Source: an optimization exercise on an open RTL-to-GDS flow (aim: small area and few clock cycles). Production flows keep margins and buffers that such runs may drop.
Function was checked by simulation only, so behaviour that the tests miss may differ from the original.
Power and IR drop assume default switching activity.

==> trial 10: inputs <==
==> flow/design.v <==
module framer_tx (
    input  wire        clk,
    input  wire        rst,
    input  wire        seq_reset,
    input  wire        cmd_valid,
    output wire        cmd_ready,
    input  wire [2:0]  cmd_version,
    input  wire        cmd_packet_type,
    input  wire        cmd_sec_hdr_flag,
    input  wire [15:0] cmd_apid,
    input  wire [1:0]  cmd_seq_flags,
    input  wire [47:0] cmd_timing_info,
    input  wire [7:0]  cmd_segment_number,
    input  wire [7:0]  cmd_function_code,
    input  wire [15:0] cmd_address_code,
    input  wire [16:0] cmd_payload_len,
    input  wire        cmd_include_sync,
    input  wire        pl_valid,
    output wire        pl_ready,
    input  wire [7:0]  pl_byte,
    output reg         out_valid,
    input  wire        out_ready,
    output reg  [7:0]  out_byte,
    output wire        out_last,
    output reg         err_valid
);
    localparam [1:0] S_START = 2'd0;    
    localparam [1:0] S_MARK1 = 2'd1;    
    localparam [1:0] S_HDR   = 2'd2;    
    localparam [1:0] S_BODY  = 2'd3;    
    reg [1:0]  state;
    reg [13:0] seq_cnt;
    reg [15:0] cnt;
    reg [31:0] crc;
    wire too_big = (cmd_payload_len > 17'd65521);
    wire [15:0] data_length = cmd_payload_len[15:0] + 16'd13;
    reg [7:0] hdr_byte;
    always @* begin
        case (cnt[3:0])
            4'd9:  hdr_byte = {cmd_version, cmd_packet_type, cmd_sec_hdr_flag, cmd_apid[10:8]};
            4'd8:  hdr_byte = cmd_apid[7:0];
            4'd7:  hdr_byte = {cmd_seq_flags, seq_cnt[13:8]};
            4'd6:  hdr_byte = seq_cnt[7:0];
            4'd5:  hdr_byte = data_length[15:8];
            4'd4:  hdr_byte = data_length[7:0];
            4'd3:  hdr_byte = cmd_timing_info[47:40];
            4'd2:  hdr_byte = cmd_timing_info[39:32];
            4'd1:  hdr_byte = cmd_timing_info[31:24];
            4'd0:  hdr_byte = cmd_timing_info[23:16];
            4'd15: hdr_byte = cmd_timing_info[15:8];
            4'd14: hdr_byte = cmd_timing_info[7:0];
            4'd13: hdr_byte = cmd_segment_number;
            4'd12: hdr_byte = cmd_function_code;
            4'd11: hdr_byte = cmd_address_code[15:8];
            default: hdr_byte = cmd_address_code[7:0];
        endcase
    end
    wire pay_phase = (cnt[15:4] != 12'd0) || (cnt[3:1] == 3'b111);
    wire hdr_last  = (cnt[3:0] == 4'd10);
    wire crc_last  = (cnt[1:0] == 2'b10);
    wire [31:0] crc_out = ~crc;
    reg  [7:0]  crc_byte;
    always @* begin
        case (cnt[1:0])
            2'b01:   crc_byte = crc_out[31:24];
            2'b00:   crc_byte = crc_out[23:16];
            2'b11:   crc_byte = crc_out[15:8];
            default: crc_byte = crc_out[7:0];
        endcase
    end
    wire in_start = (state == S_START);
    wire in_hdr   = (state == S_HDR) || (in_start && !cmd_include_sync);
    wire in_pay   = (state == S_BODY) && pay_phase;
    wire in_crc   = (state == S_BODY) && !pay_phase;
    always @* begin
        out_valid = 1'b0;
        out_byte  = hdr_byte;
        case (state)
            S_START: begin
                out_valid = cmd_valid && !too_big;
                out_byte  = cmd_include_sync ? 8'h55 : hdr_byte;
            end
            S_MARK1: begin
                out_valid = 1'b1;
                out_byte  = 8'hAA;
            end
            S_HDR: begin
                out_valid = 1'b1;
                out_byte  = hdr_byte;
            end
            default: begin
                out_valid = pay_phase ? pl_valid : 1'b1;
                out_byte  = pay_phase ? pl_byte : crc_byte;
            end
        endcase
    end
    assign out_last = in_crc && crc_last;
    assign pl_ready = in_pay && out_ready;
    wire xfer      = out_valid && out_ready;
    wire hdr_done  = (state == S_HDR) && hdr_last && out_ready;
    assign cmd_ready = too_big || hdr_done;
    wire        crc_first = in_hdr && (cnt[3:0] == 4'd9);
    wire [7:0]  crc_din   = in_pay ? pl_byte : hdr_byte;
    wire [31:0] crc_cur   = crc_first ? 32'hFFFFFFFF : crc;
    reg  [31:0] crc_next;
    integer i;
    always @* begin
        crc_next = crc_cur ^ {24'd0, crc_din};
        for (i = 0; i < 8; i = i + 1) begin
            if (crc_next[0])
                crc_next = (crc_next >> 1) ^ 32'hEDB88320;
            else
                crc_next = crc_next >> 1;
        end
    end
    always @(posedge clk) begin
        if (xfer && (in_hdr || in_pay))
            crc <= crc_next;
    end
    always @(posedge clk) begin
        if (rst) begin
            state     <= S_START;
            seq_cnt   <= 14'd0;
            cnt[3:0]  <= 4'd9;
            err_valid <= 1'b0;
        end else begin
            err_valid <= cmd_valid && too_big;
            if (seq_reset)
                seq_cnt <= 14'd0;
            else if (hdr_done)
                seq_cnt <= seq_cnt + 14'd1;
            if (hdr_done)
                cnt <= data_length;
            else if (xfer && state != S_MARK1 && !(in_start && cmd_include_sync))
                cnt <= cnt - 16'd1;
            case (state)
                S_START: if (xfer) state <= cmd_include_sync ? S_MARK1 : S_HDR;
                S_MARK1: if (xfer) state <= S_HDR;
                S_HDR:   if (hdr_done) state <= S_BODY;
                default: if (xfer && !pay_phase && crc_last) state <= S_START;
            endcase
        end
    end
endmodule
==> flow/flow/run.sh <==
#!/bin/bash
# Standard synthesis, then an area re-mapping of its combinational logic
# (registers untouched: same cells, same names), then the standard layout
# with buf_1 port buffers and a CTS without dummy loads.
set -uo pipefail
RES=orfs/results/${FLOW_PLATFORM}/framer_tx/base
LIB=${FLOW_HOME}/platforms/${FLOW_PLATFORM}/lib/sky130_fd_sc_hd__tt_025C_1v80.lib

bash standard.sh synth > synth.log 2>&1 || exit 1

cp $RES/1_2_yosys.v 1_2_yosys.std.v
sed "s#@LIB@#${LIB}#g" flow/reopt.ys > reopt.ys
yosys -s reopt.ys > reopt.log 2>&1 || exit 1
cp 1_2_yosys.reopt.v $RES/1_2_yosys.v
touch $RES/1_2_yosys.v

export BUFFER_PORTS_ARGS="-buffer_cell sky130_fd_sc_hd__buf_1"
export CTS_ARGS="-sink_clustering_enable -repair_clock_nets -dont_use_dummy_load -buf_list sky130_fd_sc_hd__clkbuf_4"
bash standard.sh > standard.log 2>&1
==> flow/flow/reopt.ys <==
# re-map the combinational logic of the standard synthesis for area
read_liberty -ignore_miss_func @LIB@
read_verilog 1_2_yosys.std.v
hierarchy -top framer_tx
# registers stay as they are
setattr -mod -set keep_hierarchy 1 sky130_fd_sc_hd__dfxtp_* sky130_fd_sc_hd__edfxtp_* sky130_fd_sc_hd__conb_*
flatten
blackbox sky130_fd_sc_hd__dfxtp_* sky130_fd_sc_hd__edfxtp_* sky130_fd_sc_hd__conb_*
opt -purge
abc -liberty @LIB@ -dont_use *probe* -dont_use *lpflow*
setundef -zero
opt_clean -purge
hilomap -singleton -hicell sky130_fd_sc_hd__conb_1 HI -locell sky130_fd_sc_hd__conb_1 LO
insbuf -buf sky130_fd_sc_hd__buf_4 A X
opt_clean -purge
hierarchy -top framer_tx
tee -o reopt_stat.txt stat -liberty @LIB@
write_verilog -noattr -nohex -nodec 1_2_yosys.reopt.v
==> flow/standard.sh <==
#!/bin/bash
# synth_recipe.tcl (not shown) runs the flow's synth.tcl, then flattens the netlist and writes it again
# the make line also repeats each setting of config.mk as NAME=value (left out here)
make -C /OpenROAD-flow-scripts/flow DESIGN_CONFIG=/design/flow/config.mk WORK_HOME=/design/flow/orfs CLKGATE_MAP_FILE= SYNTH_SCRIPT=/design/flow/synth_recipe.tcl "${@:-finish}"
==> flow/config.mk <==
export PLATFORM = sky130hd
export DESIGN_NAME = framer_tx
export DESIGN_NICKNAME = framer_tx
export VERILOG_FILES = /design/flow/design.v
export SDC_FILE = /design/flow/constraint.sdc
export NUM_CORES = 4
export LEC_CHECK = 0
export CAP_MARGIN = 20
export CORE_MARGIN = 2
export CORE_UTILIZATION = 40
export SLEW_MARGIN = 20
==> flow/constraint.sdc <==
create_clock -name core_clock -period 5.0 [get_ports {clk}]
set_input_delay 1.0000 -clock core_clock [delete_from_list [all_inputs] [get_ports {clk}]]
set_output_delay 1.0000 -clock core_clock [all_outputs]
set_load 0.01 [all_outputs]
==> inputs of trial 67, as changes to trial 10 <==
--- a/flow/design.v
+++ b/flow/design.v
@@ -42,6 +42,6 @@
             4'd7:  hdr_byte = {cmd_seq_flags, seq_cnt[13:8]};
             4'd6:  hdr_byte = seq_cnt[7:0];
-            4'd5:  hdr_byte = data_length[15:8];
-            4'd4:  hdr_byte = data_length[7:0];
+            4'd5:  hdr_byte = cnt[15:8];
+            4'd4:  hdr_byte = {cnt[7:4], data_length[3:0]};
             4'd3:  hdr_byte = cmd_timing_info[47:40];
             4'd2:  hdr_byte = cmd_timing_info[39:32];
@@ -100,7 +100,6 @@
     wire hdr_done  = (state == S_HDR) && hdr_last && out_ready;
     assign cmd_ready = too_big || hdr_done;
-    wire        crc_first = in_hdr && (cnt[3:0] == 4'd9);
     wire [7:0]  crc_din   = in_pay ? pl_byte : hdr_byte;
-    wire [31:0] crc_cur   = crc_first ? 32'hFFFFFFFF : crc;
+    wire [31:0] crc_cur   = crc;
     reg  [31:0] crc_next;
     integer i;
@@ -115,5 +114,7 @@
     end
     always @(posedge clk) begin
-        if (xfer && (in_hdr || in_pay))
+        if (rst || (xfer && out_last))
+            crc <= 32'hFFFFFFFF;
+        else if (xfer && (in_hdr || in_pay))
             crc <= crc_next;
     end
@@ -122,5 +123,5 @@
             state     <= S_START;
             seq_cnt   <= 14'd0;
-            cnt[3:0]  <= 4'd9;
+            cnt       <= 16'd9;
             err_valid <= 1'b0;
         end else begin
@@ -131,7 +132,11 @@
                 seq_cnt <= seq_cnt + 14'd1;
             if (hdr_done)
-                cnt <= data_length;
+                cnt[3:0] <= data_length[3:0];
             else if (xfer && state != S_MARK1 && !(in_start && cmd_include_sync))
-                cnt <= cnt - 16'd1;
+                cnt[3:0] <= cnt[3:0] - 4'd1;
+            if (state != S_BODY)
+                cnt[15:4] <= data_length[15:4];
+            else if (xfer && cnt[3:0] == 4'd0)
+                cnt[15:4] <= cnt[15:4] - 12'd1;
             case (state)
                 S_START: if (xfer) state <= cmd_include_sync ? S_MARK1 : S_HDR;
==> flow/flow/run.sh (replaced) <==
#!/bin/bash
# Standard synthesis, then an area re-mapping of its combinational logic
# (registers untouched: same cells, same names), then the standard layout
# with buf_1 port buffers and a small CTS without dummy loads.
set -uo pipefail
RES=orfs/results/${FLOW_PLATFORM}/framer_tx/base
LIB=${FLOW_HOME}/platforms/${FLOW_PLATFORM}/lib/sky130_fd_sc_hd__tt_025C_1v80.lib

bash standard.sh synth > synth.log 2>&1 || exit 1

cp $RES/1_2_yosys.v 1_2_yosys.std.v
sed "s#@LIB@#${LIB}#g" flow/reopt.ys > reopt.ys
if yosys -s reopt.ys > reopt.log 2>&1 && [ -s 1_2_yosys.reopt.v ]; then
  cp 1_2_yosys.reopt.v $RES/1_2_yosys.v
  touch $RES/1_2_yosys.v
fi

export BUFFER_PORTS_ARGS="-buffer_cell sky130_fd_sc_hd__buf_1"
export CTS_ARGS="-sink_clustering_enable -repair_clock_nets -dont_use_dummy_load -buf_list sky130_fd_sc_hd__clkbuf_4 -root_buf sky130_fd_sc_hd__clkbuf_8"
bash standard.sh > standard.log 2>&1
==> flow/flow/abc.constr (new file) <==
set_driving_cell sky130_fd_sc_hd__buf_1
set_load 10.0
==> flow/flow/deep.abc (new file) <==
strash
&get -n
&deepsyn -T 60
&put
dch -f
amap
topo
stime -c
dnsize -c
==> flow/flow/reopt.ys (replaced) <==
# re-map the combinational logic of the standard synthesis for area;
# the registers stay the same cells with the same names
read_liberty -ignore_miss_func @LIB@
read_verilog 1_2_yosys.std.v
hierarchy -top framer_tx
setattr -mod -set keep_hierarchy 1 sky130_fd_sc_hd__dfxtp_* sky130_fd_sc_hd__edfxtp_*
flatten
blackbox sky130_fd_sc_hd__dfxtp_* sky130_fd_sc_hd__edfxtp_*
opt -purge
abc -D 5000 -constr flow/abc.constr -script flow/deep.abc -liberty @LIB@ -dont_use *probe* -dont_use *lpflow*
setundef -zero
opt_clean -purge
hilomap -singleton -hicell sky130_fd_sc_hd__conb_1 HI -locell sky130_fd_sc_hd__conb_1 LO
insbuf -buf sky130_fd_sc_hd__buf_4 A X
opt_clean -purge
hierarchy -top framer_tx
tee -o reopt_stat.txt stat -liberty @LIB@
write_verilog -noattr -nohex -nodec 1_2_yosys.reopt.v
CORE_UTILIZATION = 60   (was 40)
==> qor summary <==
Outcome: trial 67 finished clean; trial 10 finished clean
Internal reg-to-reg setup slack: trial 67 0.46 ns; trial 10 0.49 ns
CP arrival: trial 67 4.75 ns; trial 10 3.53 ns
Drt via density: trial 67 6.37; trial 10 6.03
Reg-to-reg endpoint: trial 67 crc[23]; trial 10 crc[23]
Clock slew at the register clock pins of the worst setup and hold paths: trial 67 0.07 ns; trial 10 0.12 ns
Skew final: trial 67 0.0219 ns; trial 10 0.0305 ns
Biggest consumer: trial 67 sequential cells; trial 10 combinational cells
Via count of the first global-routing pass: trial 67 5283; trial 10 5043
GR Layer Usage met1: trial 67 49.7%; trial 10 39.6%
Net switching power: trial 67 0.000577 W; trial 10 0.000846 W
Worst-case setup margin in the final layout: trial 67 0.464 ns; trial 10 0.465 ns
Slowest CP cell: trial 67 sky130_fd_sc_hd__nor4_1; trial 10 sky130_fd_sc_hd__dfxtp_1
First-pass GRT wire length: trial 67 24500 um; trial 10 27400 um
Transition at the pin with the smallest max-transition slack: trial 67 0.854 ns; trial 10 0.866 ns
DIE HEIGHT: trial 67 89.0 um; trial 10 115 um
Worst Reg2Reg Path Length in Cells: trial 67 20; trial 10 11
Most frequent standard cell in the layout excluding fill and tap cells: trial 67 sky130_fd_sc_hd__nor2_1; trial 10 sky130_fd_sc_hd__buf_1
Metal-1 WL: trial 67 6190 um; trial 10 8210 um
Non-clock inverter count in the final layout: trial 67 75; trial 10 10
Pwr dens: trial 67 283 nW/um2; trial 10 381 nW/um2
Root buf cell: trial 67 sky130_fd_sc_hd__clkbuf_8; trial 10 sky130_fd_sc_hd__clkbuf_4
Testbench counts of trial 10, summed over its fixed seeds: cycles 39,187.
Testbench counts of trial 67, summed over its fixed seeds: cycles 39,187.

[what the ideal ports hide]
How much do the figures lean on ideal ports? The routed layouts below were timed once more, with nothing changed but the port constraints. Step 1 sets driving cells, clkbuf_16 on the clock port and buf_2 on the other inputs (assumed; they add their load-dependent delay and slew). Step 2 also shifts input and output timing later by t, the mid clock arrival at the registers, as if the neighbouring blocks saw the same clock. Slacks: ideal ports / drivers / drivers and shift; pairs: ideal ports / drivers.
| run | t (ns) | setup slack, ns | latest minus earliest clock arrival (ns) |
|---|---|---|---|
| trial 10 | 0.463 | 0.465 / 0.434 / 0.430 | 0.030 / 0.031 |
| trial 67 | 0.368 | 0.464 / 0.464 / 0.256 | 0.022 / 0.022 |
After both steps setup and hold are still met in every run listed. The setup slack of trial 67, which loses most, moves by 0.000 ns with the drivers and by -0.208 ns with both steps.
